This design comes from an exercise in tuning for a short achievable clock period and few clock cycles on the open sky130 flow, not from production work. Where RTL was checked, it was by simulation tests only, not by an equivalence proof against the original. Function not checked in run 2: the RTL went through the layout flow alone. Power and IR drop assume default switching activity.

==> flow/design.v, too long to show whole: its modules and the start of the top module <==
// module mcc_core: 297 lines
// module mcc_mul_a: 753 lines
// module mcc_mul_b: 388 lines
module mcc_core (
    input  wire        clk,
    input  wire        rst,           
    output wire [31:0] imem_addr,
    input  wire [31:0] imem_rdata,
    output wire        dmem_valid,
    output wire        dmem_we,
    output wire [31:0] dmem_addr,
    output wire [31:0] dmem_wdata,
    input  wire        dmem_ready,
    input  wire [31:0] dmem_rdata,
    output wire        wb_valid,
    output wire [3:0]  wb_reg,
    output wire [31:0] wb_data,
    output wire        halted
);
  // ...
==> flow/run.sh <==
#!/bin/bash
# synth_recipe.tcl (not shown) runs the flow's synth.tcl, then flattens the netlist and writes it again
# the make line also repeats each setting of config.mk as NAME=value (left out here)
make -C /OpenROAD-flow-scripts/flow DESIGN_CONFIG=/design/flow/config.mk WORK_HOME=/design/flow/orfs CLKGATE_MAP_FILE= SYNTH_SCRIPT=/design/flow/synth_recipe.tcl finish
==> flow/config.mk <==
export PLATFORM = sky130hd
export DESIGN_NAME = mcc_core
export DESIGN_NICKNAME = mcc_core
export VERILOG_FILES = /design/flow/design.v
export SDC_FILE = /design/flow/constraint.sdc
export NUM_CORES = 4
export LEC_CHECK = 0
export ABC_CLOCK_PERIOD_IN_PS = 2500
export CAP_MARGIN = 30
export CORE_MARGIN = 2
export CORE_UTILIZATION = 40
export PLACE_DENSITY = 0.6
export SETUP_SLACK_MARGIN = 5
export SLEW_MARGIN = 20
==> flow/constraint.sdc <==
create_clock -name core_clock -period 10.0 [get_ports {clk}]
set_input_delay 2.0000 -clock core_clock [delete_from_list [all_inputs] [get_ports {clk}]]
set_output_delay 2.0000 -clock core_clock [all_outputs]
set_load 0.01 [all_outputs]
==> summary.txt, run 1 <==
sequential element share of the synthesized area = 0.452
clock root cell = clkbuf_16
met1 usage = 0.439
total negative slack = 0 ns
Final Skew = 0.0639 ns
relative slew slack = 0.124
metal3 WL = 63700 microns
outcome = timing/DRC/antenna clean
r2r worst-path depth = 12
FF+latch area = 40400 sq um
Min Hold Slack = 0.420 ns
nonclk inv count = 474
mapped cell area = 89500 sq um
DPL Wire Length = 270000 microns
clk buf depth = 3
Slew @ Worst Pin = 1.31 ns
Compound-Gate Fraction of Synth Area = 0.226
FILL cells = 20600
Simple-Gate Fraction of Synth Area = 0.124
detailed-route wire length per cell = 35.2 microns
RSZ-0062 raised after global routing = true
Worst EP arrival = 5.63 ns
Crit path largest cell delay = 0.70 ns
synthesized instance count = 9046
Seq cells = 1461
via/cell ratio = 6.99
Seq cells post-synth = 1461
port bufs = 202
Max-Cap Viols = 0
I/O pin total = 203
GRT met2 Usage = 0.534
die height = 477 microns
Clock buf/inv share = 0.0537
Rows = 173
Hold EP = m_mul
area grow syn2layout = 15.4%
# placed instances = 11600
Detailed Route WL = 428000 microns
Tot Pwr = 0.0149 W
number of global-route vias before repair = 79400
GR Overflow Total = 0
number of synthesized flops with an enable pin = 1115
met3 Usage GRT = 0.129
depth of the CTS H-tree = 4
dpl cell area = 94600 sq um
Testbench counts, summed over its fixed seeds: cycles 50,174.
==> module mcc_core, before the edit <==
module mcc_core (
    input  wire        clk,
    input  wire        rst,           
    output wire [31:0] imem_addr,
    input  wire [31:0] imem_rdata,
    output wire        dmem_valid,
    output wire        dmem_we,
    output wire [31:0] dmem_addr,
    output wire [31:0] dmem_wdata,
    input  wire        dmem_ready,
    input  wire [31:0] dmem_rdata,
    output wire        wb_valid,
    output wire [3:0]  wb_reg,
    output wire [31:0] wb_data,
    output wire        halted
);
    localparam [6:0] OP_ADD  = 7'd0,  OP_SUB  = 7'd1,  OP_AND  = 7'd2,
                     OP_OR   = 7'd3,  OP_XOR  = 7'd4,  OP_MUL  = 7'd5,
                     OP_SLL  = 7'd6,  OP_SRL  = 7'd7,  OP_SRA  = 7'd8,
                     OP_BEQ  = 7'd9,  OP_BNE  = 7'd10, OP_BLT  = 7'd11,
                     OP_BGT  = 7'd12, OP_BLE  = 7'd13, OP_BGE  = 7'd14,
                     OP_JAL  = 7'd15, OP_LW   = 7'd16, OP_SW   = 7'd17,
                     OP_LL   = 7'd18, OP_SC   = 7'd19, OP_HALT = 7'd20;
    localparam BHT_B = 6;
    localparam BHT_N = 1 << BHT_B;
    reg [31:0] pc;
    reg        stopped;               
    reg        halted_r;
    reg        rst_q;                 
    reg [31:0] rf [2:15];             
    reg [BHT_N-1:0] bht_seen;
    reg [1:0]       bht_ctr [0:BHT_N-1];
    reg        e_valid;
    reg        e_wr;                  
    reg [3:0]  e_dest;
    reg        e_late;                
    reg        e_branch, e_pred;
    reg [BHT_B-1:0] e_bidx;
    reg        e_halt;
    reg [31:0] e_imm, e_pc1;
    reg        e_add, e_sub, e_and, e_or, e_xor, e_sll, e_srl, e_sra;
    reg        e_jal, e_sc, e_mul, e_load, e_store, e_mem;
    reg        e_beq, e_bne, e_blt, e_bgt, e_ble, e_bge;
    reg [31:0] ea_a, ea_b;   reg ea_ar, ea_am, ea_aw, ea_br, ea_bm, ea_bw, ea_bi;    
    reg [31:0] es_a, es_b;   reg es_ar, es_am, es_aw, es_br, es_bm, es_bw, es_bi;    
    reg [31:0] ec_a, ec_b;   reg ec_ar, ec_am, ec_aw, ec_br, ec_bm, ec_bw;           
    reg [31:0] ex_a, ex_b;   reg ex_ar, ex_am, ex_aw, ex_br, ex_bm, ex_bw, ex_bi;    
    reg [31:0] ed_s;         reg ed_sr, ed_sm, ed_sw;                                
    reg        m_valid;
    reg        m_wr;
    reg [3:0]  m_dest;
    reg        m_load, m_we, m_mem, m_mul, m_halt;
    reg [31:0] m_res;                 
    reg [31:0] m_addr;
    reg [31:0] m_sdata;
    reg        sb_valid;
    reg [31:0] sb_addr;
    reg [31:0] sb_data;
    reg        w_valid;
    reg [3:0]  w_dest;
    reg [31:0] w_val;
    wire [31:0] ins   = imem_rdata;
    wire        f_isel = ins[31];
    wire [6:0]  f_op  = ins[30:24];
    wire [3:0]  f_rd  = ins[23:20];
    wire [3:0]  f_rs  = ins[19:16];
    wire [3:0]  f_rt  = ins[15:12];
    wire [31:0] f_imm = {{20{ins[11]}}, ins[11:0]};
    wire f_alu    = (f_op <= OP_SRA);
    wire f_branch = (f_op >= OP_BEQ) && (f_op <= OP_BGE);
    wire f_jal    = (f_op == OP_JAL);
    wire f_load   = (f_op == OP_LW) || (f_op == OP_LL);
    wire f_sw     = (f_op == OP_SW);
    wire f_sc     = (f_op == OP_SC);
    wire f_halt   = (f_op == OP_HALT);
    wire f_mul    = (f_op == OP_MUL);
    wire f_mem    = f_load || f_sw || f_sc;
    wire       f_wr   = f_jal || ((f_alu || f_load || f_sc) && (f_rd >= 4'd2));
    wire [3:0] f_dest = f_jal ? 4'd15 : f_rd;
    wire       f_use_rd = f_sw || f_sc;
    wire       f_ua = (f_op <= OP_XOR) || f_mem;           
    wire       f_us = (f_op >= OP_SLL) && (f_op <= OP_SRA);  
    function [31:0] rf_read(input [3:0] r);
        integer k;
        begin
            rf_read = 32'd0;
            for (k = 2; k < 16; k = k + 1)
                rf_read = rf_read | ({32{r == k}} & rf[k]);
        end
    endfunction
    wire [31:0] f_a = rf_read(f_rs);
    wire [31:0] f_b = rf_read(f_rt);
    wire [31:0] f_s = rf_read(f_rd);
    wire hz_late = e_valid && e_wr && e_late &&
                   ((f_rs == e_dest) || (f_rt == e_dest) || (f_use_rd && f_rd == e_dest));
    wire em = e_valid && e_wr;
    wire mw = m_valid && m_wr;
    wire fa_m = em && (f_rs == e_dest);
    wire fb_m = em && (f_rt == e_dest);
    wire fs_m = em && (f_rd == e_dest);
    wire fa_w = mw && (f_rs == m_dest) && !fa_m;
    wire fb_w = mw && (f_rt == m_dest) && !fb_m;
    wire fs_w = mw && (f_rd == m_dest) && !fs_m;
    wire fa_r = !fa_m && !fa_w;
    wire fb_r = !fb_m && !fb_w;
    wire fs_r = !fs_m && !fs_w;
    wire [BHT_B-1:0] f_bidx = pc[BHT_B-1:0];
    wire       f_seen   = bht_seen[f_bidx];
    wire [1:0] f_ctr    = bht_ctr[f_bidx];
    wire       f_static = (f_imm <= pc) || (f_op == OP_BNE);
    wire       f_pred   = f_jal || (f_branch && (f_seen ? f_ctr[1] : f_static));
    wire [31:0] pc1 = pc + 32'd1;
    function [31:0] fwd3(input r, input [31:0] rv, input m, input w);
        fwd3 = ({32{r}} & rv) | ({32{m}} & m_res) | ({32{w}} & w_val);
    endfunction
    wire [31:0] xa_a = fwd3(ea_ar, ea_a, ea_am, ea_aw);
    wire [31:0] xa_b = fwd3(ea_br, ea_b, ea_bm, ea_bw) | ({32{ea_bi}} & e_imm);
    wire [31:0] x_sum = xa_a + xa_b;
    wire [31:0] x_dif = xa_a - xa_b;
    wire [31:0] xs_a = fwd3(es_ar, es_a, es_am, es_aw);
    wire [31:0] xs_b = fwd3(es_br, es_b, es_bm, es_bw) | ({32{es_bi}} & e_imm);
    wire        x_big = |xs_b[31:5];
    wire [31:0] x_shl = xs_a << xs_b[4:0];
    wire [31:0] x_shr = xs_a >> xs_b[4:0];
    wire [31:0] x_asr = $signed(xs_a) >>> xs_b[4:0];
    wire [31:0] x_sll = x_big ? 32'd0 : x_shl;
    wire [31:0] x_srl = x_big ? 32'd0 : x_shr;
    wire [31:0] x_sra = x_big ? {32{xs_a[31]}} : x_asr;
    reg [31:0] x_res;
    always @(*) begin
        x_res = 32'd0;
        if (e_add) x_res = x_res | x_sum;
        if (e_sub) x_res = x_res | x_dif;
        if (e_and) x_res = x_res | (xa_a & xa_b);
        if (e_or)  x_res = x_res | (xa_a | xa_b);
        if (e_xor) x_res = x_res | (xa_a ^ xa_b);
        if (e_sll) x_res = x_res | x_sll;
        if (e_srl) x_res = x_res | x_srl;
        if (e_sra) x_res = x_res | x_sra;
        if (e_jal) x_res = x_res | e_pc1;
        if (e_sc)  x_res = x_res | 32'd1;
    end
    wire [31:0] xc_a = fwd3(ec_ar, ec_a, ec_am, ec_aw);
    wire [31:0] xc_b = fwd3(ec_br, ec_b, ec_bm, ec_bw);
    wire x_eq = (xc_a == xc_b);
    wire x_lt = ($signed(xc_a) < $signed(xc_b));
    wire x_taken = (e_beq && x_eq) || (e_bne && !x_eq) || (e_blt && x_lt) ||
                   (e_bgt && !x_lt && !x_eq) || (e_ble && (x_lt || x_eq)) ||
                   (e_bge && !x_lt);
    wire [31:0] xx_a = fwd3(ex_ar, ex_a, ex_am, ex_aw);
    wire [31:0] xx_b = fwd3(ex_br, ex_b, ex_bm, ex_bw) | ({32{ex_bi}} & e_imm);
    wire [166:0] x_mulq;
    mcc_mul_a u_mul_a (.a(xx_a), .b(xx_b), .q(x_mulq));
    wire [31:0] x_s = fwd3(ed_sr, ed_s, ed_sm, ed_sw);
    reg  [166:0] m_mulq;
    wire [31:0]     m_prod;
    mcc_mul_b u_mul_b (.q(m_mulq), .p(m_prod));
    wire mstall = m_valid && (((m_mem || m_halt) && sb_valid) || (m_load && !dmem_ready));
    wire sb_post = m_valid && m_we && !sb_valid && !dmem_ready;
    wire [31:0] m_val = m_load ? dmem_rdata : m_mul ? m_prod : m_res;
    assign dmem_valid = sb_valid || (m_valid && m_mem);
    assign dmem_we    = sb_valid || m_we;
    assign dmem_addr  = sb_valid ? sb_addr : m_addr;
    assign dmem_wdata = sb_valid ? sb_data : m_sdata;
    wire [31:0] x_alt = e_pred ? e_pc1 : e_imm;
    wire mispred  = e_valid && e_branch && (x_taken != e_pred);
    wire redirect = mispred && !mstall;
    wire issue    = !mstall && !redirect && !hz_late && !stopped;
    assign imem_addr = pc;
    assign wb_valid  = w_valid;
    assign wb_reg    = w_dest;
    assign wb_data   = w_val;
    assign halted    = halted_r;
    always @(posedge clk) begin
        if (rst) begin
            pc       <= 32'd0;
            stopped  <= 1'b0;
            halted_r <= 1'b0;
            e_valid  <= 1'b0;
            m_valid  <= 1'b0;
            w_valid  <= 1'b0;
            sb_valid <= 1'b0;
        end else begin
            if (sb_valid && dmem_ready)
                sb_valid <= 1'b0;
            else if (sb_post)
                sb_valid <= 1'b1;
            if (redirect)
                pc <= x_alt;
            else if (issue && !f_halt)
                pc <= f_pred ? f_imm : pc1;
            if (issue && f_halt)
                stopped <= 1'b1;
            if (!mstall) begin
                e_valid <= issue;
                m_valid <= e_valid;
                w_valid <= m_valid && m_wr;
                if (m_valid && m_halt)
                    halted_r <= 1'b1;
            end else begin
                w_valid <= 1'b0;
            end
        end
    end
    integer i;
    always @(posedge clk) begin
        rst_q <= rst;
        if (rst_q) begin
            for (i = 2; i < 16; i = i + 1)
                rf[i] <= 32'd0;
            bht_seen <= {BHT_N{1'b0}};
            for (i = 0; i < BHT_N; i = i + 1)
                bht_ctr[i] <= 2'b00;
        end else begin
            if (m_valid && m_wr)
                rf[m_dest] <= m_val;
            if (e_valid && e_branch && !mstall) begin
                bht_seen[e_bidx] <= 1'b1;
                if (!bht_seen[e_bidx])
                    bht_ctr[e_bidx] <= x_taken ? 2'b10 : 2'b01;
                else if (x_taken && bht_ctr[e_bidx] != 2'b11)
                    bht_ctr[e_bidx] <= bht_ctr[e_bidx] + 2'b01;
                else if (!x_taken && bht_ctr[e_bidx] != 2'b00)
                    bht_ctr[e_bidx] <= bht_ctr[e_bidx] - 2'b01;
            end
        end
    end
    always @(posedge clk) begin
        if (!mstall) begin
            e_wr     <= f_wr;
            e_dest   <= f_dest;
            e_late   <= f_load || f_mul;
            e_branch <= f_branch;
            e_pred   <= f_pred;
            e_bidx   <= f_bidx;
            e_halt   <= f_halt;
            e_imm    <= f_imm;
            e_pc1    <= pc1;
            e_add    <= (f_op == OP_ADD);
            e_sub    <= (f_op == OP_SUB);
            e_and    <= (f_op == OP_AND);
            e_or     <= (f_op == OP_OR);
            e_xor    <= (f_op == OP_XOR);
            e_sll    <= (f_op == OP_SLL);
            e_srl    <= (f_op == OP_SRL);
            e_sra    <= (f_op == OP_SRA);
            e_mul    <= f_mul;
            e_jal    <= f_jal;
            e_sc     <= f_sc;
            e_load   <= f_load;
            e_store  <= f_sw || f_sc;
            e_mem    <= f_mem;
            e_beq    <= (f_op == OP_BEQ);
            e_bne    <= (f_op == OP_BNE);
            e_blt    <= (f_op == OP_BLT);
            e_bgt    <= (f_op == OP_BGT);
            e_ble    <= (f_op == OP_BLE);
            e_bge    <= (f_op == OP_BGE);
            ea_ar <= fa_r && f_ua; ea_am <= fa_m && f_ua; ea_aw <= fa_w && f_ua;
            ea_br <= fb_r && f_ua && !f_isel; ea_bm <= fb_m && f_ua && !f_isel;
            ea_bw <= fb_w && f_ua && !f_isel; ea_bi <= f_isel && f_ua;
            es_ar <= fa_r && f_us; es_am <= fa_m && f_us; es_aw <= fa_w && f_us;
            es_br <= fb_r && f_us && !f_isel; es_bm <= fb_m && f_us && !f_isel;
            es_bw <= fb_w && f_us && !f_isel; es_bi <= f_isel && f_us;
            ec_ar <= fa_r && f_branch; ec_am <= fa_m && f_branch; ec_aw <= fa_w && f_branch;
            ec_br <= fb_r && f_branch; ec_bm <= fb_m && f_branch; ec_bw <= fb_w && f_branch;
            ex_ar <= fa_r && f_mul; ex_am <= fa_m && f_mul; ex_aw <= fa_w && f_mul;
            ex_br <= fb_r && f_mul && !f_isel; ex_bm <= fb_m && f_mul && !f_isel;
            ex_bw <= fb_w && f_mul && !f_isel; ex_bi <= f_isel && f_mul;
            ed_sr <= fs_r && f_use_rd; ed_sm <= fs_m && f_use_rd; ed_sw <= fs_w && f_use_rd;
            if (f_ua) begin ea_a <= f_a; ea_b <= f_b; end
            if (f_us) begin es_a <= f_a; es_b <= f_b; end
            if (f_branch) begin ec_a <= f_a; ec_b <= f_b; end
            if (f_mul) begin ex_a <= f_a; ex_b <= f_b; end
            if (f_use_rd) ed_s <= f_s;
            m_wr    <= e_wr;
            m_dest  <= e_dest;
            m_load  <= e_load;
            m_we    <= e_store;
            m_mem   <= e_mem;
            m_mul   <= e_mul;
            m_halt  <= e_halt;
            m_res   <= x_res;
            m_addr  <= x_sum;
            m_sdata <= x_s;
            if (m_valid && m_wr) begin
                w_dest <= m_dest;
                w_val  <= m_val;
            end
        end
        if (!sb_valid) begin
            sb_addr <= m_addr;
            sb_data <= m_sdata;
        end
        m_mulq <= x_mulq;
    end
endmodule
==> module mcc_mul_b, before the edit <==
module mcc_mul_b (input wire [166:0] q, output wire [31:0] p);
    wire pp0_0 = q[0];
    wire neg0 = q[1];
    wire pp0_1 = q[2];
    wire pp0_2 = q[3];
    wire pp1_0 = q[4];
    wire neg1 = q[5];
    wire pp0_3 = q[6];
    wire pp1_1 = q[7];
    wire pp0_4 = q[8];
    wire pp1_2 = q[9];
    wire pp2_0 = q[10];
    wire neg2 = q[11];
    wire pp0_5 = q[12];
    wire pp1_3 = q[13];
    wire pp2_1 = q[14];
    wire pp0_6 = q[15];
    wire pp1_4 = q[16];
    wire pp2_2 = q[17];
    wire pp3_0 = q[18];
    wire neg3 = q[19];
    wire pp0_7 = q[20];
    wire pp1_5 = q[21];
    wire pp2_3 = q[22];
    wire pp3_1 = q[23];
    wire pp0_8 = q[24];
    wire pp1_6 = q[25];
    wire pp2_4 = q[26];
    wire pp3_2 = q[27];
    wire pp4_0 = q[28];
    wire neg4 = q[29];
    wire pp0_9 = q[30];
    wire pp1_7 = q[31];
    wire pp2_5 = q[32];
    wire pp3_3 = q[33];
    wire pp4_1 = q[34];
    wire pp2_6 = q[35];
    wire pp3_4 = q[36];
    wire pp4_2 = q[37];
    wire pp5_0 = q[38];
    wire neg5 = q[39];
    wire s145 = q[40];
    wire pp2_7 = q[41];
    wire pp3_5 = q[42];
    wire pp4_3 = q[43];
    wire pp5_1 = q[44];
    wire s147 = q[45];
    wire c146 = q[46];
    wire pp5_2 = q[47];
    wire pp6_0 = q[48];
    wire neg6 = q[49];
    wire s149 = q[50];
    wire s151 = q[51];
    wire c148 = q[52];
    wire pp5_3 = q[53];
    wire pp6_1 = q[54];
    wire s153 = q[55];
    wire s155 = q[56];
    wire c150 = q[57];
    wire c152 = q[58];
    wire neg7 = q[59];
    wire s157 = q[60];
    wire s159 = q[61];
    wire s161 = q[62];
    wire c154 = q[63];
    wire c156 = q[64];
    wire s163 = q[65];
    wire s165 = q[66];
    wire s167 = q[67];
    wire c158 = q[68];
    wire c160 = q[69];
    wire c162 = q[70];
    wire s169 = q[71];
    wire s171 = q[72];
    wire s173 = q[73];
    wire c164 = q[74];
    wire c166 = q[75];
    wire c168 = q[76];
    wire s175 = q[77];
    wire s177 = q[78];
    wire s179 = q[79];
    wire c170 = q[80];
    wire c172 = q[81];
    wire c174 = q[82];
    wire s181 = q[83];
    wire s183 = q[84];
    wire s185 = q[85];
    wire c176 = q[86];
    wire c178 = q[87];
    wire c180 = q[88];
    wire s187 = q[89];
    wire s189 = q[90];
    wire s191 = q[91];
    wire c182 = q[92];
    wire c184 = q[93];
    wire c186 = q[94];
    wire s193 = q[95];
    wire s195 = q[96];
    wire s197 = q[97];
    wire c188 = q[98];
    wire c190 = q[99];
    wire c192 = q[100];
    wire s199 = q[101];
    wire s201 = q[102];
    wire s203 = q[103];
    wire c194 = q[104];
    wire c196 = q[105];
    wire c198 = q[106];
    wire s205 = q[107];
    wire s207 = q[108];
    wire s209 = q[109];
    wire c200 = q[110];
    wire c202 = q[111];
    wire c204 = q[112];
    wire s211 = q[113];
    wire s213 = q[114];
    wire s215 = q[115];
    wire c206 = q[116];
    wire c208 = q[117];
    wire c210 = q[118];
    wire s217 = q[119];
    wire s219 = q[120];
    wire s221 = q[121];
    wire c212 = q[122];
    wire c214 = q[123];
    wire c216 = q[124];
    wire s223 = q[125];
    wire s225 = q[126];
    wire s227 = q[127];
    wire c218 = q[128];
    wire c220 = q[129];
    wire c222 = q[130];
    wire s229 = q[131];
    wire s231 = q[132];
    wire s233 = q[133];
    wire c224 = q[134];
    wire c226 = q[135];
    wire c228 = q[136];
    wire s235 = q[137];
    wire s237 = q[138];
    wire s239 = q[139];
    wire c230 = q[140];
    wire c232 = q[141];
    wire c234 = q[142];
    wire s241 = q[143];
    wire s243 = q[144];
    wire s245 = q[145];
    wire c236 = q[146];
    wire c238 = q[147];
    wire c240 = q[148];
    wire s247 = q[149];
    wire s249 = q[150];
    wire s251 = q[151];
    wire c242 = q[152];
    wire c244 = q[153];
    wire c246 = q[154];
    wire s253 = q[155];
    wire s255 = q[156];
    wire s257 = q[157];
    wire c248 = q[158];
    wire c250 = q[159];
    wire c252 = q[160];
    wire s259 = q[161];
    wire s261 = q[162];
    wire s263 = q[163];
    wire c254 = q[164];
    wire c256 = q[165];
    wire c258 = q[166];
    wire s265 = pp0_6 ^ pp1_4;
    wire c266 = pp0_6 & pp1_4;
    wire s267 = pp0_7 ^ pp1_5;
    wire c268 = pp0_7 & pp1_5;
    wire s269 = pp0_8 ^ pp1_6 ^ pp2_4;
    wire c270 = (pp0_8 & pp1_6) | (pp0_8 & pp2_4) | (pp1_6 & pp2_4);
    wire s271 = pp3_2 ^ pp4_0;
    wire c272 = pp3_2 & pp4_0;
    wire s273 = pp0_9 ^ pp1_7 ^ pp2_5;
    wire c274 = (pp0_9 & pp1_7) | (pp0_9 & pp2_5) | (pp1_7 & pp2_5);
    wire s275 = pp3_3 ^ pp4_1;
    wire c276 = pp3_3 & pp4_1;
    wire s277 = pp2_6 ^ pp3_4 ^ pp4_2;
    wire c278 = (pp2_6 & pp3_4) | (pp2_6 & pp4_2) | (pp3_4 & pp4_2);
    wire s279 = pp5_0 ^ neg5 ^ s145;
    wire c280 = (pp5_0 & neg5) | (pp5_0 & s145) | (neg5 & s145);
    wire s281 = pp2_7 ^ pp3_5 ^ pp4_3;
    wire c282 = (pp2_7 & pp3_5) | (pp2_7 & pp4_3) | (pp3_5 & pp4_3);
    wire s283 = pp5_1 ^ s147 ^ c146;
    wire c284 = (pp5_1 & s147) | (pp5_1 & c146) | (s147 & c146);
    wire s285 = pp5_2 ^ pp6_0 ^ neg6;
    wire c286 = (pp5_2 & pp6_0) | (pp5_2 & neg6) | (pp6_0 & neg6);
    wire s287 = s149 ^ s151 ^ c148;
    wire c288 = (s149 & s151) | (s149 & c148) | (s151 & c148);
    wire s289 = pp5_3 ^ pp6_1 ^ s153;
    wire c290 = (pp5_3 & pp6_1) | (pp5_3 & s153) | (pp6_1 & s153);
    wire s291 = s155 ^ c150 ^ c152;
    wire c292 = (s155 & c150) | (s155 & c152) | (c150 & c152);
    wire s293 = neg7 ^ s157 ^ s159;
    wire c294 = (neg7 & s157) | (neg7 & s159) | (s157 & s159);
    wire s295 = s161 ^ c154 ^ c156;
    wire c296 = (s161 & c154) | (s161 & c156) | (c154 & c156);
    wire s297 = s163 ^ s165 ^ s167;
    wire c298 = (s163 & s165) | (s163 & s167) | (s165 & s167);
    wire s299 = c158 ^ c160 ^ c162;
    wire c300 = (c158 & c160) | (c158 & c162) | (c160 & c162);
    wire s301 = s169 ^ s171 ^ s173;
    wire c302 = (s169 & s171) | (s169 & s173) | (s171 & s173);
    wire s303 = c164 ^ c166 ^ c168;
    wire c304 = (c164 & c166) | (c164 & c168) | (c166 & c168);
    wire s305 = s175 ^ s177 ^ s179;
    wire c306 = (s175 & s177) | (s175 & s179) | (s177 & s179);
    wire s307 = c170 ^ c172 ^ c174;
    wire c308 = (c170 & c172) | (c170 & c174) | (c172 & c174);
    wire s309 = s181 ^ s183 ^ s185;
    wire c310 = (s181 & s183) | (s181 & s185) | (s183 & s185);
    wire s311 = c176 ^ c178 ^ c180;
    wire c312 = (c176 & c178) | (c176 & c180) | (c178 & c180);
    wire s313 = s187 ^ s189 ^ s191;
    wire c314 = (s187 & s189) | (s187 & s191) | (s189 & s191);
    wire s315 = c182 ^ c184 ^ c186;
    wire c316 = (c182 & c184) | (c182 & c186) | (c184 & c186);
    wire s317 = s193 ^ s195 ^ s197;
    wire c318 = (s193 & s195) | (s193 & s197) | (s195 & s197);
    wire s319 = c188 ^ c190 ^ c192;
    wire c320 = (c188 & c190) | (c188 & c192) | (c190 & c192);
    wire s321 = s199 ^ s201 ^ s203;
    wire c322 = (s199 & s201) | (s199 & s203) | (s201 & s203);
    wire s323 = c194 ^ c196 ^ c198;
    wire c324 = (c194 & c196) | (c194 & c198) | (c196 & c198);
    wire s325 = s205 ^ s207 ^ s209;
    wire c326 = (s205 & s207) | (s205 & s209) | (s207 & s209);
    wire s327 = c200 ^ c202 ^ c204;
    wire c328 = (c200 & c202) | (c200 & c204) | (c202 & c204);
    wire s329 = s211 ^ s213 ^ s215;
    wire c330 = (s211 & s213) | (s211 & s215) | (s213 & s215);
    wire s331 = c206 ^ c208 ^ c210;
    wire c332 = (c206 & c208) | (c206 & c210) | (c208 & c210);
    wire s333 = s217 ^ s219 ^ s221;
    wire c334 = (s217 & s219) | (s217 & s221) | (s219 & s221);
    wire s335 = c212 ^ c214 ^ c216;
    wire c336 = (c212 & c214) | (c212 & c216) | (c214 & c216);
    wire s337 = s223 ^ s225 ^ s227;
    wire c338 = (s223 & s225) | (s223 & s227) | (s225 & s227);
    wire s339 = c218 ^ c220 ^ c222;
    wire c340 = (c218 & c220) | (c218 & c222) | (c220 & c222);
    wire s341 = s229 ^ s231 ^ s233;
    wire c342 = (s229 & s231) | (s229 & s233) | (s231 & s233);
    wire s343 = c224 ^ c226 ^ c228;
    wire c344 = (c224 & c226) | (c224 & c228) | (c226 & c228);
    wire s345 = s235 ^ s237 ^ s239;
    wire c346 = (s235 & s237) | (s235 & s239) | (s237 & s239);
    wire s347 = c230 ^ c232 ^ c234;
    wire c348 = (c230 & c232) | (c230 & c234) | (c232 & c234);
    wire s349 = s241 ^ s243 ^ s245;
    wire c350 = (s241 & s243) | (s241 & s245) | (s243 & s245);
    wire s351 = c236 ^ c238 ^ c240;
    wire c352 = (c236 & c238) | (c236 & c240) | (c238 & c240);
    wire s353 = s247 ^ s249 ^ s251;
    wire c354 = (s247 & s249) | (s247 & s251) | (s249 & s251);
    wire s355 = c242 ^ c244 ^ c246;
    wire c356 = (c242 & c244) | (c242 & c246) | (c244 & c246);
    wire s357 = s253 ^ s255 ^ s257;
    wire c358 = (s253 & s255) | (s253 & s257) | (s255 & s257);
    wire s359 = c248 ^ c250 ^ c252;
    wire c360 = (c248 & c250) | (c248 & c252) | (c250 & c252);
    wire s361 = s259 ^ s261 ^ s263;
    wire c362 = (s259 & s261) | (s259 & s263) | (s261 & s263);
    wire s363 = c254 ^ c256 ^ c258;
    wire c364 = (c254 & c256) | (c254 & c258) | (c256 & c258);
    wire s365 = pp0_4 ^ pp1_2;
    wire c366 = pp0_4 & pp1_2;
    wire s367 = pp0_5 ^ pp1_3;
    wire c368 = pp0_5 & pp1_3;
    wire s369 = pp2_2 ^ pp3_0 ^ neg3;
    wire c370 = (pp2_2 & pp3_0) | (pp2_2 & neg3) | (pp3_0 & neg3);
    wire s371 = pp2_3 ^ pp3_1 ^ s267;
    wire c372 = (pp2_3 & pp3_1) | (pp2_3 & s267) | (pp3_1 & s267);
    wire s373 = neg4 ^ s269 ^ s271;
    wire c374 = (neg4 & s269) | (neg4 & s271) | (s269 & s271);
    wire s375 = s273 ^ s275 ^ c270;
    wire c376 = (s273 & s275) | (s273 & c270) | (s275 & c270);
    wire s377 = s277 ^ s279 ^ c274;
    wire c378 = (s277 & s279) | (s277 & c274) | (s279 & c274);
    wire s379 = s281 ^ s283 ^ c278;
    wire c380 = (s281 & s283) | (s281 & c278) | (s283 & c278);
    wire s381 = s285 ^ s287 ^ c282;
    wire c382 = (s285 & s287) | (s285 & c282) | (s287 & c282);
    wire s383 = s289 ^ s291 ^ c286;
    wire c384 = (s289 & s291) | (s289 & c286) | (s291 & c286);
    wire s385 = s293 ^ s295 ^ c290;
    wire c386 = (s293 & s295) | (s293 & c290) | (s295 & c290);
    wire s387 = s297 ^ s299 ^ c294;
    wire c388 = (s297 & s299) | (s297 & c294) | (s299 & c294);
    wire s389 = s301 ^ s303 ^ c298;
    wire c390 = (s301 & s303) | (s301 & c298) | (s303 & c298);
    wire s391 = s305 ^ s307 ^ c302;
    wire c392 = (s305 & s307) | (s305 & c302) | (s307 & c302);
    wire s393 = s309 ^ s311 ^ c306;
    wire c394 = (s309 & s311) | (s309 & c306) | (s311 & c306);
    wire s395 = s313 ^ s315 ^ c310;
    wire c396 = (s313 & s315) | (s313 & c310) | (s315 & c310);
    wire s397 = s317 ^ s319 ^ c314;
    wire c398 = (s317 & s319) | (s317 & c314) | (s319 & c314);
    wire s399 = s321 ^ s323 ^ c318;
    wire c400 = (s321 & s323) | (s321 & c318) | (s323 & c318);
    wire s401 = s325 ^ s327 ^ c322;
    wire c402 = (s325 & s327) | (s325 & c322) | (s327 & c322);
    wire s403 = s329 ^ s331 ^ c326;
    wire c404 = (s329 & s331) | (s329 & c326) | (s331 & c326);
    wire s405 = s333 ^ s335 ^ c330;
    wire c406 = (s333 & s335) | (s333 & c330) | (s335 & c330);
    wire s407 = s337 ^ s339 ^ c334;
    wire c408 = (s337 & s339) | (s337 & c334) | (s339 & c334);
    wire s409 = s341 ^ s343 ^ c338;
    wire c410 = (s341 & s343) | (s341 & c338) | (s343 & c338);
    wire s411 = s345 ^ s347 ^ c342;
    wire c412 = (s345 & s347) | (s345 & c342) | (s347 & c342);
    wire s413 = s349 ^ s351 ^ c346;
    wire c414 = (s349 & s351) | (s349 & c346) | (s351 & c346);
    wire s415 = s353 ^ s355 ^ c350;
    wire c416 = (s353 & s355) | (s353 & c350) | (s355 & c350);
    wire s417 = s357 ^ s359 ^ c354;
    wire c418 = (s357 & s359) | (s357 & c354) | (s359 & c354);
    wire s419 = s361 ^ s363 ^ c358;
    wire c420 = (s361 & s363) | (s361 & c358) | (s363 & c358);
    wire s421 = pp0_2 ^ pp1_0;
    wire c422 = pp0_2 & pp1_0;
    wire s423 = pp0_3 ^ pp1_1;
    wire c424 = pp0_3 & pp1_1;
    wire s425 = pp2_0 ^ neg2 ^ s365;
    wire c426 = (pp2_0 & neg2) | (pp2_0 & s365) | (neg2 & s365);
    wire s427 = pp2_1 ^ s367 ^ c366;
    wire c428 = (pp2_1 & s367) | (pp2_1 & c366) | (s367 & c366);
    wire s429 = s265 ^ s369 ^ c368;
    wire c430 = (s265 & s369) | (s265 & c368) | (s369 & c368);
    wire s431 = c266 ^ s371 ^ c370;
    wire c432 = (c266 & s371) | (c266 & c370) | (s371 & c370);
    wire s433 = c268 ^ s373 ^ c372;
    wire c434 = (c268 & s373) | (c268 & c372) | (s373 & c372);
    wire s435 = c272 ^ s375 ^ c374;
    wire c436 = (c272 & s375) | (c272 & c374) | (s375 & c374);
    wire s437 = c276 ^ s377 ^ c376;
    wire c438 = (c276 & s377) | (c276 & c376) | (s377 & c376);
    wire s439 = c280 ^ s379 ^ c378;
    wire c440 = (c280 & s379) | (c280 & c378) | (s379 & c378);
    wire s441 = c284 ^ s381 ^ c380;
    wire c442 = (c284 & s381) | (c284 & c380) | (s381 & c380);
    wire s443 = c288 ^ s383 ^ c382;
    wire c444 = (c288 & s383) | (c288 & c382) | (s383 & c382);
    wire s445 = c292 ^ s385 ^ c384;
    wire c446 = (c292 & s385) | (c292 & c384) | (s385 & c384);
    wire s447 = c296 ^ s387 ^ c386;
    wire c448 = (c296 & s387) | (c296 & c386) | (s387 & c386);
    wire s449 = c300 ^ s389 ^ c388;
    wire c450 = (c300 & s389) | (c300 & c388) | (s389 & c388);
    wire s451 = c304 ^ s391 ^ c390;
    wire c452 = (c304 & s391) | (c304 & c390) | (s391 & c390);
    wire s453 = c308 ^ s393 ^ c392;
    wire c454 = (c308 & s393) | (c308 & c392) | (s393 & c392);
    wire s455 = c312 ^ s395 ^ c394;
    wire c456 = (c312 & s395) | (c312 & c394) | (s395 & c394);
    wire s457 = c316 ^ s397 ^ c396;
    wire c458 = (c316 & s397) | (c316 & c396) | (s397 & c396);
    wire s459 = c320 ^ s399 ^ c398;
    wire c460 = (c320 & s399) | (c320 & c398) | (s399 & c398);
    wire s461 = c324 ^ s401 ^ c400;
    wire c462 = (c324 & s401) | (c324 & c400) | (s401 & c400);
    wire s463 = c328 ^ s403 ^ c402;
    wire c464 = (c328 & s403) | (c328 & c402) | (s403 & c402);
    wire s465 = c332 ^ s405 ^ c404;
    wire c466 = (c332 & s405) | (c332 & c404) | (s405 & c404);
    wire s467 = c336 ^ s407 ^ c406;
    wire c468 = (c336 & s407) | (c336 & c406) | (s407 & c406);
    wire s469 = c340 ^ s409 ^ c408;
    wire c470 = (c340 & s409) | (c340 & c408) | (s409 & c408);
    wire s471 = c344 ^ s411 ^ c410;
    wire c472 = (c344 & s411) | (c344 & c410) | (s411 & c410);
    wire s473 = c348 ^ s413 ^ c412;
    wire c474 = (c348 & s413) | (c348 & c412) | (s413 & c412);
    wire s475 = c352 ^ s415 ^ c414;
    wire c476 = (c352 & s415) | (c352 & c414) | (s415 & c414);
    wire s477 = c356 ^ s417 ^ c416;
    wire c478 = (c356 & s417) | (c356 & c416) | (s417 & c416);
    wire s479 = c360 ^ s419 ^ c418;
    wire c480 = (c360 & s419) | (c360 & c418) | (s419 & c418);
    wire [31:0] ra = {s479, s477, s475, s473, s471, s469, s467, s465, s463, s461, s459, s457, s455, s453, s451, s449, s447, s445, s443, s441, s439, s437, s435, s433, s431, s429, s427, s425, s423, neg1, pp0_1, pp0_0};
    wire [31:0] rb = {c478, c476, c474, c472, c470, c468, c466, c464, c462, c460, c458, c456, c454, c452, c450, c448, c446, c444, c442, c440, c438, c436, c434, c432, c430, c428, c426, c424, c422, s421, 1'b0, neg0};
    assign p = ra + rb;
endmodule
==> run 2: changes to the inputs <==
--- a/flow/design.v
+++ b/flow/design.v
@@ -48,19 +48,21 @@
     reg [31:0] ed_s;         reg ed_sr, ed_sm, ed_sw;                                
     reg        m_valid;
     reg        m_wr;
     reg [3:0]  m_dest;
     reg        m_load, m_we, m_mem, m_mul, m_halt;
     reg [31:0] m_res;                 
     reg [31:0] m_addr;
     reg [31:0] m_sdata;
-    reg        sb_valid;
-    reg [31:0] sb_addr;
-    reg [31:0] sb_data;
+    reg        r_valid;
+    reg        r_we;
+    reg [31:0] r_addr;
+    reg [31:0] r_data;
+    reg        m_iss;                 
     reg        w_valid;
     reg [3:0]  w_dest;
     reg [31:0] w_val;
     wire [31:0] ins   = imem_rdata;
     wire        f_isel = ins[31];
     wire [6:0]  f_op  = ins[30:24];
     wire [3:0]  f_rd  = ins[23:20];
     wire [3:0]  f_rs  = ins[19:16];
@@ -144,29 +146,34 @@
     wire [31:0] xc_b = fwd3(ec_br, ec_b, ec_bm, ec_bw);
     wire x_eq = (xc_a == xc_b);
     wire x_lt = ($signed(xc_a) < $signed(xc_b));
     wire x_taken = (e_beq && x_eq) || (e_bne && !x_eq) || (e_blt && x_lt) ||
                    (e_bgt && !x_lt && !x_eq) || (e_ble && (x_lt || x_eq)) ||
                    (e_bge && !x_lt);
     wire [31:0] xx_a = fwd3(ex_ar, ex_a, ex_am, ex_aw);
     wire [31:0] xx_b = fwd3(ex_br, ex_b, ex_bm, ex_bw) | ({32{ex_bi}} & e_imm);
-    wire [166:0] x_mulq;
+    wire [118:0] x_mulq;
     mcc_mul_a u_mul_a (.a(xx_a), .b(xx_b), .q(x_mulq));
     wire [31:0] x_s = fwd3(ed_sr, ed_s, ed_sm, ed_sw);
-    reg  [166:0] m_mulq;
+    reg  [118:0] m_mulq;
     wire [31:0]     m_prod;
     mcc_mul_b u_mul_b (.q(m_mulq), .p(m_prod));
-    wire mstall = m_valid && (((m_mem || m_halt) && sb_valid) || (m_load && !dmem_ready));
-    wire sb_post = m_valid && m_we && !sb_valid && !dmem_ready;
+    wire r_free  = !r_valid || dmem_ready;           
+    wire m_wait  = m_valid && m_mem && !m_iss;       
+    wire r_from_m = m_wait && r_free;
+    wire mstall = m_valid && ((m_mem && !m_iss && (m_load || !r_free)) ||
+                              (m_load && m_iss && !dmem_ready) ||
+                              (m_halt && r_valid && !dmem_ready));
+    wire r_from_e = e_valid && e_mem && !mstall && r_free && !m_wait;
     wire [31:0] m_val = m_load ? dmem_rdata : m_mul ? m_prod : m_res;
-    assign dmem_valid = sb_valid || (m_valid && m_mem);
-    assign dmem_we    = sb_valid || m_we;
-    assign dmem_addr  = sb_valid ? sb_addr : m_addr;
-    assign dmem_wdata = sb_valid ? sb_data : m_sdata;
+    assign dmem_valid = r_valid;
+    assign dmem_we    = r_we;
+    assign dmem_addr  = r_addr;
+    assign dmem_wdata = r_data;
     wire [31:0] x_alt = e_pred ? e_pc1 : e_imm;
     wire mispred  = e_valid && e_branch && (x_taken != e_pred);
     wire redirect = mispred && !mstall;
     wire issue    = !mstall && !redirect && !hz_late && !stopped;
     assign imem_addr = pc;
     assign wb_valid  = w_valid;
     assign wb_reg    = w_dest;
     assign wb_data   = w_val;
@@ -174,22 +181,26 @@
     always @(posedge clk) begin
         if (rst) begin
             pc       <= 32'd0;
             stopped  <= 1'b0;
             halted_r <= 1'b0;
             e_valid  <= 1'b0;
             m_valid  <= 1'b0;
             w_valid  <= 1'b0;
-            sb_valid <= 1'b0;
+            r_valid  <= 1'b0;
         end else begin
-            if (sb_valid && dmem_ready)
-                sb_valid <= 1'b0;
-            else if (sb_post)
-                sb_valid <= 1'b1;
+            if (r_from_m || r_from_e)
+                r_valid <= 1'b1;
+            else if (dmem_ready)
+                r_valid <= 1'b0;
+            if (!mstall)
+                m_iss <= r_from_e;
+            else if (r_from_m)
+                m_iss <= 1'b1;
             if (redirect)
                 pc <= x_alt;
             else if (issue && !f_halt)
                 pc <= f_pred ? f_imm : pc1;
             if (issue && f_halt)
                 stopped <= 1'b1;
             if (!mstall) begin
                 e_valid <= issue;
@@ -283,24 +294,29 @@
             m_res   <= x_res;
             m_addr  <= x_sum;
             m_sdata <= x_s;
             if (m_valid && m_wr) begin
                 w_dest <= m_dest;
                 w_val  <= m_val;
             end
         end
-        if (!sb_valid) begin
-            sb_addr <= m_addr;
-            sb_data <= m_sdata;
+        if (r_from_m) begin
+            r_we   <= m_we;
+            r_addr <= m_addr;
+            r_data <= m_sdata;
+        end else if (r_from_e) begin
+            r_we   <= e_store;
+            r_addr <= x_sum;
+            r_data <= x_s;
         end
         m_mulq <= x_mulq;
     end
 endmodule
-module mcc_mul_a (input wire [31:0] a, input wire [31:0] b, output wire [166:0] q);
+module mcc_mul_a (input wire [31:0] a, input wire [31:0] b, output wire [118:0] q);
     wire one0 = b[0] ^ 1'b0;
     wire two0 = (b[1] & ~b[0] & ~1'b0) | (~b[1] & b[0] & 1'b0);
     wire neg0 = b[1];
     wire pp0_0 = ((one0 & a[0]) | (two0 & 1'b0)) ^ neg0;
     wire pp0_1 = ((one0 & a[1]) | (two0 & a[0])) ^ neg0;
     wire pp0_2 = ((one0 & a[2]) | (two0 & a[1])) ^ neg0;
     wire pp0_3 = ((one0 & a[3]) | (two0 & a[2])) ^ neg0;
     wire pp0_4 = ((one0 & a[4]) | (two0 & a[3])) ^ neg0;
@@ -875,352 +891,16 @@
     wire s257 = c124 ^ c126 ^ c128;
     wire c258 = (c124 & c126) | (c124 & c128) | (c126 & c128);
     wire s259 = c32 ^ s137 ^ s139;
     wire c260 = (c32 & s137) | (c32 & s139) | (s137 & s139);
     wire s261 = s141 ^ s143 ^ c130;
     wire c262 = (s141 & s143) | (s141 & c130) | (s143 & c130);
     wire s263 = c132 ^ c134 ^ c136;
     wire c264 = (c132 & c134) | (c132 & c136) | (c134 & c136);
-    assign q[0] = pp0_0;
-    assign q[1] = neg0;
-    assign q[2] = pp0_1;
-    assign q[3] = pp0_2;
-    assign q[4] = pp1_0;
-    assign q[5] = neg1;
-    assign q[6] = pp0_3;
-    assign q[7] = pp1_1;
-    assign q[8] = pp0_4;
-    assign q[9] = pp1_2;
-    assign q[10] = pp2_0;
-    assign q[11] = neg2;
-    assign q[12] = pp0_5;
-    assign q[13] = pp1_3;
-    assign q[14] = pp2_1;
-    assign q[15] = pp0_6;
-    assign q[16] = pp1_4;
-    assign q[17] = pp2_2;
-    assign q[18] = pp3_0;
-    assign q[19] = neg3;
-    assign q[20] = pp0_7;
-    assign q[21] = pp1_5;
-    assign q[22] = pp2_3;
-    assign q[23] = pp3_1;
-    assign q[24] = pp0_8;
-    assign q[25] = pp1_6;
-    assign q[26] = pp2_4;
-    assign q[27] = pp3_2;
-    assign q[28] = pp4_0;
-    assign q[29] = neg4;
-    assign q[30] = pp0_9;
-    assign q[31] = pp1_7;
-    assign q[32] = pp2_5;
-    assign q[33] = pp3_3;
-    assign q[34] = pp4_1;
-    assign q[35] = pp2_6;
-    assign q[36] = pp3_4;
-    assign q[37] = pp4_2;
-    assign q[38] = pp5_0;
-    assign q[39] = neg5;
-    assign q[40] = s145;
-    assign q[41] = pp2_7;
-    assign q[42] = pp3_5;
-    assign q[43] = pp4_3;
-    assign q[44] = pp5_1;
-    assign q[45] = s147;
-    assign q[46] = c146;
-    assign q[47] = pp5_2;
-    assign q[48] = pp6_0;
-    assign q[49] = neg6;
-    assign q[50] = s149;
-    assign q[51] = s151;
-    assign q[52] = c148;
-    assign q[53] = pp5_3;
-    assign q[54] = pp6_1;
-    assign q[55] = s153;
-    assign q[56] = s155;
-    assign q[57] = c150;
-    assign q[58] = c152;
-    assign q[59] = neg7;
-    assign q[60] = s157;
-    assign q[61] = s159;
-    assign q[62] = s161;
-    assign q[63] = c154;
-    assign q[64] = c156;
-    assign q[65] = s163;
-    assign q[66] = s165;
-    assign q[67] = s167;
-    assign q[68] = c158;
-    assign q[69] = c160;
-    assign q[70] = c162;
-    assign q[71] = s169;
-    assign q[72] = s171;
-    assign q[73] = s173;
-    assign q[74] = c164;
-    assign q[75] = c166;
-    assign q[76] = c168;
-    assign q[77] = s175;
-    assign q[78] = s177;
-    assign q[79] = s179;
-    assign q[80] = c170;
-    assign q[81] = c172;
-    assign q[82] = c174;
-    assign q[83] = s181;
-    assign q[84] = s183;
-    assign q[85] = s185;
-    assign q[86] = c176;
-    assign q[87] = c178;
-    assign q[88] = c180;
-    assign q[89] = s187;
-    assign q[90] = s189;
-    assign q[91] = s191;
-    assign q[92] = c182;
-    assign q[93] = c184;
-    assign q[94] = c186;
-    assign q[95] = s193;
-    assign q[96] = s195;
-    assign q[97] = s197;
-    assign q[98] = c188;
-    assign q[99] = c190;
-    assign q[100] = c192;
-    assign q[101] = s199;
-    assign q[102] = s201;
-    assign q[103] = s203;
-    assign q[104] = c194;
-    assign q[105] = c196;
-    assign q[106] = c198;
-    assign q[107] = s205;
-    assign q[108] = s207;
-    assign q[109] = s209;
-    assign q[110] = c200;
-    assign q[111] = c202;
-    assign q[112] = c204;
-    assign q[113] = s211;
-    assign q[114] = s213;
-    assign q[115] = s215;
-    assign q[116] = c206;
-    assign q[117] = c208;
-    assign q[118] = c210;
-    assign q[119] = s217;
-    assign q[120] = s219;
-    assign q[121] = s221;
-    assign q[122] = c212;
-    assign q[123] = c214;
-    assign q[124] = c216;
-    assign q[125] = s223;
-    assign q[126] = s225;
-    assign q[127] = s227;
-    assign q[128] = c218;
-    assign q[129] = c220;
-    assign q[130] = c222;
-    assign q[131] = s229;
-    assign q[132] = s231;
-    assign q[133] = s233;
-    assign q[134] = c224;
-    assign q[135] = c226;
-    assign q[136] = c228;
-    assign q[137] = s235;
-    assign q[138] = s237;
-    assign q[139] = s239;
-    assign q[140] = c230;
-    assign q[141] = c232;
-    assign q[142] = c234;
-    assign q[143] = s241;
-    assign q[144] = s243;
-    assign q[145] = s245;
-    assign q[146] = c236;
-    assign q[147] = c238;
-    assign q[148] = c240;
-    assign q[149] = s247;
-    assign q[150] = s249;
-    assign q[151] = s251;
-    assign q[152] = c242;
-    assign q[153] = c244;
-    assign q[154] = c246;
-    assign q[155] = s253;
-    assign q[156] = s255;
-    assign q[157] = s257;
-    assign q[158] = c248;
-    assign q[159] = c250;
-    assign q[160] = c252;
-    assign q[161] = s259;
-    assign q[162] = s261;
-    assign q[163] = s263;
-    assign q[164] = c254;
-    assign q[165] = c256;
-    assign q[166] = c258;
-endmodule
-module mcc_mul_b (input wire [166:0] q, output wire [31:0] p);
-    wire pp0_0 = q[0];
-    wire neg0 = q[1];
-    wire pp0_1 = q[2];
-    wire pp0_2 = q[3];
-    wire pp1_0 = q[4];
-    wire neg1 = q[5];
-    wire pp0_3 = q[6];
-    wire pp1_1 = q[7];
-    wire pp0_4 = q[8];
-    wire pp1_2 = q[9];
-    wire pp2_0 = q[10];
-    wire neg2 = q[11];
-    wire pp0_5 = q[12];
-    wire pp1_3 = q[13];
-    wire pp2_1 = q[14];
-    wire pp0_6 = q[15];
-    wire pp1_4 = q[16];
-    wire pp2_2 = q[17];
-    wire pp3_0 = q[18];
-    wire neg3 = q[19];
-    wire pp0_7 = q[20];
-    wire pp1_5 = q[21];
-    wire pp2_3 = q[22];
-    wire pp3_1 = q[23];
-    wire pp0_8 = q[24];
-    wire pp1_6 = q[25];
-    wire pp2_4 = q[26];
-    wire pp3_2 = q[27];
-    wire pp4_0 = q[28];
-    wire neg4 = q[29];
-    wire pp0_9 = q[30];
-    wire pp1_7 = q[31];
-    wire pp2_5 = q[32];
-    wire pp3_3 = q[33];
-    wire pp4_1 = q[34];
-    wire pp2_6 = q[35];
-    wire pp3_4 = q[36];
-    wire pp4_2 = q[37];
-    wire pp5_0 = q[38];
-    wire neg5 = q[39];
-    wire s145 = q[40];
-    wire pp2_7 = q[41];
-    wire pp3_5 = q[42];
-    wire pp4_3 = q[43];
-    wire pp5_1 = q[44];
-    wire s147 = q[45];
-    wire c146 = q[46];
-    wire pp5_2 = q[47];
-    wire pp6_0 = q[48];
-    wire neg6 = q[49];
-    wire s149 = q[50];
-    wire s151 = q[51];
-    wire c148 = q[52];
-    wire pp5_3 = q[53];
-    wire pp6_1 = q[54];
-    wire s153 = q[55];
-    wire s155 = q[56];
-    wire c150 = q[57];
-    wire c152 = q[58];
-    wire neg7 = q[59];
-    wire s157 = q[60];
-    wire s159 = q[61];
-    wire s161 = q[62];
-    wire c154 = q[63];
-    wire c156 = q[64];
-    wire s163 = q[65];
-    wire s165 = q[66];
-    wire s167 = q[67];
-    wire c158 = q[68];
-    wire c160 = q[69];
-    wire c162 = q[70];
-    wire s169 = q[71];
-    wire s171 = q[72];
-    wire s173 = q[73];
-    wire c164 = q[74];
-    wire c166 = q[75];
-    wire c168 = q[76];
-    wire s175 = q[77];
-    wire s177 = q[78];
-    wire s179 = q[79];
-    wire c170 = q[80];
-    wire c172 = q[81];
-    wire c174 = q[82];
-    wire s181 = q[83];
-    wire s183 = q[84];
-    wire s185 = q[85];
-    wire c176 = q[86];
-    wire c178 = q[87];
-    wire c180 = q[88];
-    wire s187 = q[89];
-    wire s189 = q[90];
-    wire s191 = q[91];
-    wire c182 = q[92];
-    wire c184 = q[93];
-    wire c186 = q[94];
-    wire s193 = q[95];
-    wire s195 = q[96];
-    wire s197 = q[97];
-    wire c188 = q[98];
-    wire c190 = q[99];
-    wire c192 = q[100];
-    wire s199 = q[101];
-    wire s201 = q[102];
-    wire s203 = q[103];
-    wire c194 = q[104];
-    wire c196 = q[105];
-    wire c198 = q[106];
-    wire s205 = q[107];
-    wire s207 = q[108];
-    wire s209 = q[109];
-    wire c200 = q[110];
-    wire c202 = q[111];
-    wire c204 = q[112];
-    wire s211 = q[113];
-    wire s213 = q[114];
-    wire s215 = q[115];
-    wire c206 = q[116];
-    wire c208 = q[117];
-    wire c210 = q[118];
-    wire s217 = q[119];
-    wire s219 = q[120];
-    wire s221 = q[121];
-    wire c212 = q[122];
-    wire c214 = q[123];
-    wire c216 = q[124];
-    wire s223 = q[125];
-    wire s225 = q[126];
-    wire s227 = q[127];
-    wire c218 = q[128];
-    wire c220 = q[129];
-    wire c222 = q[130];
-    wire s229 = q[131];
-    wire s231 = q[132];
-    wire s233 = q[133];
-    wire c224 = q[134];
-    wire c226 = q[135];
-    wire c228 = q[136];
-    wire s235 = q[137];
-    wire s237 = q[138];
-    wire s239 = q[139];
-    wire c230 = q[140];
-    wire c232 = q[141];
-    wire c234 = q[142];
-    wire s241 = q[143];
-    wire s243 = q[144];
-    wire s245 = q[145];
-    wire c236 = q[146];
-    wire c238 = q[147];
-    wire c240 = q[148];
-    wire s247 = q[149];
-    wire s249 = q[150];
-    wire s251 = q[151];
-    wire c242 = q[152];
-    wire c244 = q[153];
-    wire c246 = q[154];
-    wire s253 = q[155];
-    wire s255 = q[156];
-    wire s257 = q[157];
-    wire c248 = q[158];
-    wire c250 = q[159];
-    wire c252 = q[160];
-    wire s259 = q[161];
-    wire s261 = q[162];
-    wire s263 = q[163];
-    wire c254 = q[164];
-    wire c256 = q[165];
-    wire c258 = q[166];
     wire s265 = pp0_6 ^ pp1_4;
     wire c266 = pp0_6 & pp1_4;
     wire s267 = pp0_7 ^ pp1_5;
     wire c268 = pp0_7 & pp1_5;
     wire s269 = pp0_8 ^ pp1_6 ^ pp2_4;
     wire c270 = (pp0_8 & pp1_6) | (pp0_8 & pp2_4) | (pp1_6 & pp2_4);
     wire s271 = pp3_2 ^ pp4_0;
     wire c272 = pp3_2 & pp4_0;
@@ -1311,16 +991,256 @@
     wire s357 = s253 ^ s255 ^ s257;
     wire c358 = (s253 & s255) | (s253 & s257) | (s255 & s257);
     wire s359 = c248 ^ c250 ^ c252;
     wire c360 = (c248 & c250) | (c248 & c252) | (c250 & c252);
     wire s361 = s259 ^ s261 ^ s263;
     wire c362 = (s259 & s261) | (s259 & s263) | (s261 & s263);
     wire s363 = c254 ^ c256 ^ c258;
     wire c364 = (c254 & c256) | (c254 & c258) | (c256 & c258);
+    assign q[0] = pp0_0;
+    assign q[1] = neg0;
+    assign q[2] = pp0_1;
+    assign q[3] = pp0_2;
+    assign q[4] = pp1_0;
+    assign q[5] = neg1;
+    assign q[6] = pp0_3;
+    assign q[7] = pp1_1;
+    assign q[8] = pp0_4;
+    assign q[9] = pp1_2;
+    assign q[10] = pp2_0;
+    assign q[11] = neg2;
+    assign q[12] = pp0_5;
+    assign q[13] = pp1_3;
+    assign q[14] = pp2_1;
+    assign q[15] = pp2_2;
+    assign q[16] = pp3_0;
+    assign q[17] = neg3;
+    assign q[18] = s265;
+    assign q[19] = pp2_3;
+    assign q[20] = pp3_1;
+    assign q[21] = s267;
+    assign q[22] = c266;
+    assign q[23] = neg4;
+    assign q[24] = s269;
+    assign q[25] = s271;
+    assign q[26] = c268;
+    assign q[27] = s273;
+    assign q[28] = s275;
+    assign q[29] = c270;
+    assign q[30] = c272;
+    assign q[31] = s277;
+    assign q[32] = s279;
+    assign q[33] = c274;
+    assign q[34] = c276;
+    assign q[35] = s281;
+    assign q[36] = s283;
+    assign q[37] = c278;
+    assign q[38] = c280;
+    assign q[39] = s285;
+    assign q[40] = s287;
+    assign q[41] = c282;
+    assign q[42] = c284;
+    assign q[43] = s289;
+    assign q[44] = s291;
+    assign q[45] = c286;
+    assign q[46] = c288;
+    assign q[47] = s293;
+    assign q[48] = s295;
+    assign q[49] = c290;
+    assign q[50] = c292;
+    assign q[51] = s297;
+    assign q[52] = s299;
+    assign q[53] = c294;
+    assign q[54] = c296;
+    assign q[55] = s301;
+    assign q[56] = s303;
+    assign q[57] = c298;
+    assign q[58] = c300;
+    assign q[59] = s305;
+    assign q[60] = s307;
+    assign q[61] = c302;
+    assign q[62] = c304;
+    assign q[63] = s309;
+    assign q[64] = s311;
+    assign q[65] = c306;
+    assign q[66] = c308;
+    assign q[67] = s313;
+    assign q[68] = s315;
+    assign q[69] = c310;
+    assign q[70] = c312;
+    assign q[71] = s317;
+    assign q[72] = s319;
+    assign q[73] = c314;
+    assign q[74] = c316;
+    assign q[75] = s321;
+    assign q[76] = s323;
+    assign q[77] = c318;
+    assign q[78] = c320;
+    assign q[79] = s325;
+    assign q[80] = s327;
+    assign q[81] = c322;
+    assign q[82] = c324;
+    assign q[83] = s329;
+    assign q[84] = s331;
+    assign q[85] = c326;
+    assign q[86] = c328;
+    assign q[87] = s333;
+    assign q[88] = s335;
+    assign q[89] = c330;
+    assign q[90] = c332;
+    assign q[91] = s337;
+    assign q[92] = s339;
+    assign q[93] = c334;
+    assign q[94] = c336;
+    assign q[95] = s341;
+    assign q[96] = s343;
+    assign q[97] = c338;
+    assign q[98] = c340;
+    assign q[99] = s345;
+    assign q[100] = s347;
+    assign q[101] = c342;
+    assign q[102] = c344;
+    assign q[103] = s349;
+    assign q[104] = s351;
+    assign q[105] = c346;
+    assign q[106] = c348;
+    assign q[107] = s353;
+    assign q[108] = s355;
+    assign q[109] = c350;
+    assign q[110] = c352;
+    assign q[111] = s357;
+    assign q[112] = s359;
+    assign q[113] = c354;
+    assign q[114] = c356;
+    assign q[115] = s361;
+    assign q[116] = s363;
+    assign q[117] = c358;
+    assign q[118] = c360;
+endmodule
+module mcc_mul_b (input wire [118:0] q, output wire [31:0] p);
+    wire pp0_0 = q[0];
+    wire neg0 = q[1];
+    wire pp0_1 = q[2];
+    wire pp0_2 = q[3];
+    wire pp1_0 = q[4];
+    wire neg1 = q[5];
+    wire pp0_3 = q[6];
+    wire pp1_1 = q[7];
+    wire pp0_4 = q[8];
+    wire pp1_2 = q[9];
+    wire pp2_0 = q[10];
+    wire neg2 = q[11];
+    wire pp0_5 = q[12];
+    wire pp1_3 = q[13];
+    wire pp2_1 = q[14];
+    wire pp2_2 = q[15];
+    wire pp3_0 = q[16];
+    wire neg3 = q[17];
+    wire s265 = q[18];
+    wire pp2_3 = q[19];
+    wire pp3_1 = q[20];
+    wire s267 = q[21];
+    wire c266 = q[22];
+    wire neg4 = q[23];
+    wire s269 = q[24];
+    wire s271 = q[25];
+    wire c268 = q[26];
+    wire s273 = q[27];
+    wire s275 = q[28];
+    wire c270 = q[29];
+    wire c272 = q[30];
+    wire s277 = q[31];
+    wire s279 = q[32];
+    wire c274 = q[33];
+    wire c276 = q[34];
+    wire s281 = q[35];
+    wire s283 = q[36];
+    wire c278 = q[37];
+    wire c280 = q[38];
+    wire s285 = q[39];
+    wire s287 = q[40];
+    wire c282 = q[41];
+    wire c284 = q[42];
+    wire s289 = q[43];
+    wire s291 = q[44];
+    wire c286 = q[45];
+    wire c288 = q[46];
+    wire s293 = q[47];
+    wire s295 = q[48];
+    wire c290 = q[49];
+    wire c292 = q[50];
+    wire s297 = q[51];
+    wire s299 = q[52];
+    wire c294 = q[53];
+    wire c296 = q[54];
+    wire s301 = q[55];
+    wire s303 = q[56];
+    wire c298 = q[57];
+    wire c300 = q[58];
+    wire s305 = q[59];
+    wire s307 = q[60];
+    wire c302 = q[61];
+    wire c304 = q[62];
+    wire s309 = q[63];
+    wire s311 = q[64];
+    wire c306 = q[65];
+    wire c308 = q[66];
+    wire s313 = q[67];
+    wire s315 = q[68];
+    wire c310 = q[69];
+    wire c312 = q[70];
+    wire s317 = q[71];
+    wire s319 = q[72];
+    wire c314 = q[73];
+    wire c316 = q[74];
+    wire s321 = q[75];
+    wire s323 = q[76];
+    wire c318 = q[77];
+    wire c320 = q[78];
+    wire s325 = q[79];
+    wire s327 = q[80];
+    wire c322 = q[81];
+    wire c324 = q[82];
+    wire s329 = q[83];
+    wire s331 = q[84];
+    wire c326 = q[85];
+    wire c328 = q[86];
+    wire s333 = q[87];
+    wire s335 = q[88];
+    wire c330 = q[89];
+    wire c332 = q[90];
+    wire s337 = q[91];
+    wire s339 = q[92];
+    wire c334 = q[93];
+    wire c336 = q[94];
+    wire s341 = q[95];
+    wire s343 = q[96];
+    wire c338 = q[97];
+    wire c340 = q[98];
+    wire s345 = q[99];
+    wire s347 = q[100];
+    wire c342 = q[101];
+    wire c344 = q[102];
+    wire s349 = q[103];
+    wire s351 = q[104];
+    wire c346 = q[105];
+    wire c348 = q[106];
+    wire s353 = q[107];
+    wire s355 = q[108];
+    wire c350 = q[109];
+    wire c352 = q[110];
+    wire s357 = q[111];
+    wire s359 = q[112];
+    wire c354 = q[113];
+    wire c356 = q[114];
+    wire s361 = q[115];
+    wire s363 = q[116];
+    wire c358 = q[117];
+    wire c360 = q[118];
     wire s365 = pp0_4 ^ pp1_2;
     wire c366 = pp0_4 & pp1_2;
     wire s367 = pp0_5 ^ pp1_3;
     wire c368 = pp0_5 & pp1_3;
     wire s369 = pp2_2 ^ pp3_0 ^ neg3;
     wire c370 = (pp2_2 & pp3_0) | (pp2_2 & neg3) | (pp3_0 & neg3);
     wire s371 = pp2_3 ^ pp3_1 ^ s267;
     wire c372 = (pp2_3 & pp3_1) | (pp2_3 & s267) | (pp3_1 & s267);
==> flow/flow/run.sh (new file) <==
#!/bin/bash
set -euo pipefail
export SETUP_SLACK_MARGIN=$(cat flow/margin.txt)
bash standard.sh > standard_flow.log 2>&1
==> flow/flow/margin.txt (new file) <==
6.5
==> flow/standard.sh (new file) <==
#!/bin/bash
# synth_recipe.tcl (not shown) runs the flow's synth.tcl, then flattens the netlist and writes it again
# the make line also repeats each setting of config.mk as NAME=value (left out here)
make -C /OpenROAD-flow-scripts/flow DESIGN_CONFIG=/design/flow/config.mk WORK_HOME=/design/flow/orfs CLKGATE_MAP_FILE= SYNTH_SCRIPT=/design/flow/synth_recipe.tcl "${@:-finish}"
--- a/flow/config.mk
+++ b/flow/config.mk
@@ -5,10 +5,9 @@
 export SDC_FILE = /design/flow/constraint.sdc
 export NUM_CORES = 4
 export LEC_CHECK = 0
 export ABC_CLOCK_PERIOD_IN_PS = 2500
 export CAP_MARGIN = 30
 export CORE_MARGIN = 2
 export CORE_UTILIZATION = 40
 export PLACE_DENSITY = 0.6
-export SETUP_SLACK_MARGIN = 5
 export SLEW_MARGIN = 20
removed: flow/run.sh
==> summary.txt, run 2 <==
outcome = complete, but fails checks
Violated Checks = capacitance limit, slew limit
Remaining DRCs = 0
share of the synthesized area in the top cell type = 0.400
Hold EP = m_halt
relative slew slack = -0.128 (-0.252)
fin crit share = 0.479
detailed-route wire length per cell = 37.9 microns (+7.6%)
Worst Hold Depth = 0
GR Overflow Total = 0 (unchanged)
nets = 10200
PnR worst setup slack = 5.21 ns
Critical Path Start = m_res[18]
Slew @ Worst Pin = 1.67 ns (+0.361 ns)
top cells by area, synth = edfxtp_1 (40%), dfxtp_1 (5.3%), a22oi_1 (4.7%), nor2_1 (4.3%), fa_1 (4.3%)
commonest cells in the netlist = edfxtp_1 (1181), nor2_1 (1015), nand2_1 (759)
share of synthesized registers carrying an async set or reset = 0
die area = 225000 sq um
via/cell ratio = 7.14 (+2.1%)
Util after Layout = 0.535
r2r worst-path depth = 18 (+6)
PwrDens = 125 nW/um^2
final hold violation count = 0
Max rail drop VDD = 0.204 mV
Worst setup EP type = register
Max-Cap Viols = 1 (+1)
Worst EP arrival = 5.36 ns (-0.27 ns)
FILL cells = 18800 (-8.6%)
Synth Net Count = 9463
clock root cell = clkbuf_16
CP max FO = 11
mapped cell area = 88600 sq um (-0.99%)
count leader, synth = edfxtp_1
FF+latch area = 40300 sq um (-0.38%)
number of synthesized flops with an enable pin = 1181 (+5.9%)
share of cells above drive strength 1 = 0.308
I/O pin total = 203 (unchanged)
Die Wd = 475 microns
Crit Path Class = reg2reg
commonest cells after routing, fill and taps aside = edfxtp_1 (1181), nor2_1 (737), buf_4 (702), nand2_1 (671), a21oi_1 (557)
Inserted Clock Buffers = 159
number of global-route vias before repair = 83800 (+5.5%)
max reg flops = 448
Detailed Route WL = 485000 microns (+13%)
die height = 475 microns (-0.49%)
Final Skew = 0.0652 ns (+0.00128 ns)
clk buf depth = 3 (unchanged)
clock latency (worst-skew pair) = 0.92 ns
Synth cell types = 97
Tmin final = 4.79 ns
Rows = 172 (-0.58%)
sequential element share of the synthesized area = 0.453 (+0.00156)
CTS tree = built
Seq cells post-synth = 1415 (-3.1%)
port bufs = 202 (unchanged)
RSZ-0062 raised after global routing = true
hold crit path type = reg2reg
area grow syn2layout = 32.9%
CP Launch Type = register
total negative slack = 0 ns (unchanged)
DPL Wire Length = 282000 microns (+4.4%)
R2R Setup Slk = 5.21 ns
Initial Utilization = 0.403
Clk pwr share = 0.421
synthesized instance count = 8980 (-0.73%)
final number of max-transition violations = 3
# setup viols final = 0
depth of the CTS H-tree = 4 (unchanged)
DR pass1 iterations = 14
achievable frequency = 209 MHz
Top FF cell, synth = edfxtp_1
run 2: worst max path at each step:
stage | end | slack [ns]
floorplan | r_addr[0] | 5.49
global placement | register | 4.03
detailed placement | m_mulq[115] | 4.01
CTS | bht_ctr[57][1] | 5.44
global route | bht_ctr[41][0] | 5.15
finish | bht_ctr[41][1] | 5.21
run 2: what timing repair did:
| action | 4_1_cts | 5_1_grt |
|---|---|---|
| pin swaps | 606 | 444 |
| setup buffers | 611 | 174 |
| endpoints found under the setup margin | 1835 | 1809 |
| cloned | 79 | 27 |
| hold endpoints to repair | 0 | 0 |
| resized for setup | 2086 | 916 |
run 2: critical path: stages (launching register included):
cell,delay [ns]
edfxtp_1,0.43
buf_4,0.28
a222oi_1,0.39
inv_1,0.10
ha_1,0.31
nand4_1,0.13
buf_6,0.16
nor4_4,0.31
nand2_2,0.14
mux2_4,0.33
or2_4,0.23
mux2_4,0.31
and3_4,0.19
o2111ai_4,0.25
buf_12,0.15
buf_16,0.13
nand4_4,0.21
clkbuf_16,0.28
o21bai_4,0.13
run 2: power by group through the flow:
stage | combinational [W] | clock [W] | sequential [W]
6_report | 0.00182 | 0.00618 | 0.00667
5_1_grt | 0.00183 | 0.00639 | 0.00667
4_1_cts | 0.00160 | 0.00616 | 0.00666
3_5_place_dp | 0.00129 | 0 | 0.00680
3_3_place_gp | 0.00128 | 0 | 0.00680
2_1_floorplan | 0.000733 | 0 | 0.00673
run 2: cells by family after synthesis:
kind of cell,Yosys count,share of synthesized area
simple gates,2490,0.125
compound gates,2914,0.228
mux,290,0.0444
fa+ha+maj,417,0.0749
flops,1415,0.453
buf+inv,1248,0.0544
xor+xnor,206,0.0205
run 2: per-layer routing:
metal	GRT usage	wire, microns	vias to the layer above
li1	-	-	35600
met1	0.499	165000	44100
met2	0.577	196000	8975
met3	0.164	78000	2661
met4	0.281	45700	46
met5	0.00735	694	-
run 2: layout make-up:
cell class,count,share of cell area
Multi-Input combinational cell,6351,0.442
Tap cell,2958,0.0314
Clock inverter,93,0.00892
Antenna cell,41,0.000872
Clock buffer,200,0.0368
Inverter,367,0.0124
Timing Repair inverter,4,0.000457
Timing Repair Buffer,1372,0.125
Sequential cell,1415,0.342
run 2: through the flow:
step	cells	hold WS, ns	area [sq um]	power [W]
global placement	11600	0.407	93600	0.00807
detailed placement	11600	0.418	93900	0.00809
finish	12800	0.409	118000	0.0147
global route	12800	0.416	118000	0.0149
CTS	12600	0.413	112000	0.0144
floorplan	8980	0.400	88800	0.00746

[static timing again, ports no longer ideal]
Ports are ideal in the flow. The routed layouts listed here were re-timed in OpenROAD.
Step 1 sets driving cells, clkbuf_16 on the clock port and buf_2 on the other inputs (assumed; they add their load-dependent delay and slew).
Step 2 also shifts input and output timing later by t, the mid clock arrival at the registers, as if the neighbouring blocks saw the same clock.
Three values: ideal ports, drivers, drivers and shift; two values: the first two.
run | shift t [ns] | setup slack, ns
run 1 | 0.932 | 4.887 / 4.887 / 4.146
run 2 | 0.973 | 5.214 / 5.214 / 5.003
